From an optimization exercise on the open Yosys and OpenROAD flow, aimed at small area, a short achievable clock period and few clock cycles; shortcuts taken in it are not production practice. The RTL was checked by simulation tests, not by an equivalence proof against the original design. Power is estimated from default activity; no workload was simulated.

## cedar
// patch_encoder
module patch_encoder (
    input             clk,
    input             rst,
    input             large_patch,
    input             in_valid,
    output            in_ready,
    input      [1:0]  in_kind,
    input      [31:0] in_coef,
    input      [15:0] in_stride,
    input      [7:0]  in_patch_size,
    input      [7:0]  in_layer_type,
    input      [7:0]  in_quant_wbits,
    input      [31:0] in_dc_offset,
    input      [15:0] in_range,
    input      [31:0] in_patch_ids,
    input      [15:0] in_postquant,
    output            out_valid,
    input             out_ready,
    output     [7:0]  out_data,
    output            out_last
);
For scale: ~4800 cells after synthesis, ~190 I/O pins, ~75000 sq um of cells after synthesis.
Settings: LEC_CHECK=0, ABC_CLOCK_PERIOD_IN_PS=2500, CAP_MARGIN=20, CORE_MARGIN=2, CORE_UTILIZATION=40, CTS_CLUSTER_DIAMETER=80, CTS_CLUSTER_SIZE=24, SETUP_SLACK_MARGIN=4.2, SLEW_MARGIN=20; clock period 6.5 ns.
run.sh (not shown) runs the stock make flow with config.mk's settings and CLKGATE_MAP_FILE= SYNTH_SCRIPT=/design/flow/synth_recipe.tcl, a recipe that flattens the netlist after the stock synthesis.
Testbench counts of cedar, summed over its fixed seeds: cycles 13,490.
--- input diff cedar..harbor ---
- ABC_CLOCK_PERIOD_IN_PS: 2500 -> 2700
- SETUP_SLACK_MARGIN: 4.2 -> 3.8
- ABC_AREA: unset -> 1
--- outcome ---
- Between harbor and cedar, it is harbor whose global-route usage is lower, by 3.2 points.
- First-pass GRT wire length (cedar / harbor): 1.08
- harbor vs cedar — post-synthesis cell count rose 1625.
- harbor ends up with a proportion of power drawn by the clock network that is 3.3 points lower than in cedar.
[inputs] xenon vs harbor
- ABC_AREA no longer set, was 1
- ABC_CLOCK_PERIOD_IN_PS now 2600, was 2700
- SETUP_SLACK_MARGIN now 4.0, was 3.8
--- outcome ---
- On count of inverters not on the clock network in the layout: xenon sits below harbor.
- Summary of xenon over harbor: area growth from synthesis to layout went up by 2.1 points, wire length went up by 6.3%, die area went down by 4100 sq um.

---

trial 57:
patch_encoder, a different RTL version from the one above (not shown whole).
Size in the first run: ~4000 cells after synthesis, about 1800 flip-flops, about 190 I/O pins, about 72000 um^2 of cells after synthesis.
==> flow/design.v (excerpt) <==
module patch_encoder (
    input             clk,
    input             rst,
    input             large_patch,
    input             in_valid,
    output            in_ready,
    input      [1:0]  in_kind,
    input      [31:0] in_coef,
    input      [15:0] in_stride,
    input      [7:0]  in_patch_size,
    input      [7:0]  in_layer_type,
    input      [7:0]  in_quant_wbits,
    input      [31:0] in_dc_offset,
    input      [15:0] in_range,
    input      [31:0] in_patch_ids,
    input      [15:0] in_postquant,
    output            out_valid,
    input             out_ready,
    output     [7:0]  out_data,
    output            out_last
);
    localparam [1:0] C_GH = 2'd0, C_PH = 2'd1, C_COEF = 2'd2, C_END = 2'd3;
    localparam [1:0] E_GH = 2'd0, E_PE = 2'd1, E_CF = 2'd2;    
    reg        in_ready_q;
    assign in_ready = in_ready_q;
    wire       fire = in_valid & in_ready_q;
    reg [1:0]  exp_k;
    reg [6:0]  n_cur;         
    reg [6:0]  coef_left;     
    reg [6:0]  pq_r;          
    wire       k_cf  = (exp_k == E_CF);
    wire       f_cf  = fire & k_cf;
    wire       f_gh  = fire & !k_cf & (in_kind == C_GH);
    wire       f_ph  = fire & !k_cf & (in_kind == C_PH);
    wire       f_end = fire & !k_cf & (in_kind == C_END);
    wire       f_job = f_gh | f_ph | f_end;
    reg [6:0]  n_lut;
    always @(*) begin
        case (in_patch_size[3:0])
            4'd0: n_lut = 7'd0;
            4'd1: n_lut = 7'd1;
            4'd2: n_lut = 7'd4;
            4'd3: n_lut = 7'd9;
            4'd4: n_lut = 7'd16;
            4'd5: n_lut = 7'd25;
            4'd6: n_lut = 7'd36;
            4'd7: n_lut = 7'd49;
            default: n_lut = 7'd64;
        endcase
    end
    reg [1:0]  jq_type [0:3];
    reg [3:0]  jq_done;
    reg [4:0]  jq_w    [0:3];
    reg        jq_eob  [0:3];
    reg [6:0]  jq_ntok [0:3];
    reg [1:0]  jq_wp, jq_rp;
    reg [2:0]  jq_cnt;
    reg [3:0]  ds_qh  [0:1];
    reg [31:0] ds_dc  [0:1];
    reg [15:0] ds_rng [0:1];
    reg [31:0] ds_ids [0:1];
    reg        ds_wp, ds_rp;
    reg [1:0]  ds_cnt;
    reg [31:0] gh_d;
    reg        gh_full;
  ...
clock: 6.5 ns
lec_check: 0
abc_clock_period_in_ps: 4000
cap_margin: 20
core_margin: 2
core_utilization: 40
setup_slack_margin: 2.5
slew_margin: 20
No stage failed in trial 57, and the final checks on the layout all came back clean.
Testbench counts of trial 57, summed over its fixed seeds: cycles 13,638.
Modified inputs, build 80 compared to trial 57
# trial 57
export LEC_CHECK = 0
export ABC_CLOCK_PERIOD_IN_PS = 4000
export CAP_MARGIN = 20
export CORE_MARGIN = 2
export CORE_UTILIZATION = 40
export SETUP_SLACK_MARGIN = 2.5
export SLEW_MARGIN = 20
create_clock -name core_clock -period 6.5 [get_ports {clk}]
# build 80
export LEC_CHECK = 0
export CAP_MARGIN = 20
export CORE_MARGIN = 2
export CORE_UTILIZATION = 40
export SLEW_MARGIN = 20
create_clock -name core_clock -period 6.5 [get_ports {clk}]
==> results.txt <==
Changes observed in build 80 relative to trial 57: shortest period the worst path allows now larger; first-pass GRT wire length comparable; proportion of layout cells with a drive suffix above 1 now smaller; die area comparable. For flip-flop and latch power, trial 57 and build 80 come out practically identical. Between build 80 and trial 57, the net total in the final layout figures differ only marginally. For the power density relative to cell area, build 80 came in 1.5% higher than trial 57 did. Comparing trial 57 and build 80, the higher routed metal-1 wirelength is on trial 57.

==> port drivers added, routing unchanged <==
How much do the figures lean on ideal ports? The routed layouts below were timed once more, with nothing changed but the port constraints.
Step 1 (the two cells are an assumption about what drives the block):
set clk [get_ports {clk}]
set_driving_cell -lib_cell sky130_fd_sc_hd__clkbuf_16 $clk
set_driving_cell -lib_cell sky130_fd_sc_hd__buf_2 [delete_from_list [all_inputs] $clk]
Step 2 adds t to the input delays and takes it off the output delays; t is the mean of the earliest and latest rising clock arrival at the registers after step 1. Input paths then give back, and output paths get back, about the clock's delay inside the block.
Slacks: ideal / step 1 / step 2; pairs: ideal / step 1.
| run | t, ns | setup slack, ns | hold WS [ns] | clock arrival spread, ns | worst slew at a driven data input, ns |
|---|---|---|---|---|---|
| cedar | 0.851 | 3.902 / 3.813 / 3.185 | 0.347 / 0.347 / 0.347 | 0.056 / 0.057 | 0.11 |
| harbor | 0.852 | 3.611 / 3.611 / 3.132 | 0.351 / 0.351 / 0.351 | 0.050 / 0.050 | 0.11 |
| xenon | 0.861 | 3.853 / 3.762 / 3.154 | 0.350 / 0.350 / 0.350 | 0.050 / 0.051 | 0.12 |
| trial 57 | 0.879 | 2.494 / 2.494 / 1.778 | 0.353 / 0.353 / 0.353 | 0.059 / 0.059 | 0.11 |
| build 80 | 0.881 | 1.625 / 1.625 / 1.625 | 0.350 / 0.350 / 0.350 | 0.031 / 0.031 | 0.10 |
After both steps setup and hold are still met in every run listed. For cedar, which loses most, drivers alone change the setup slack by -0.089 ns; drivers and shift together by -0.717 ns.
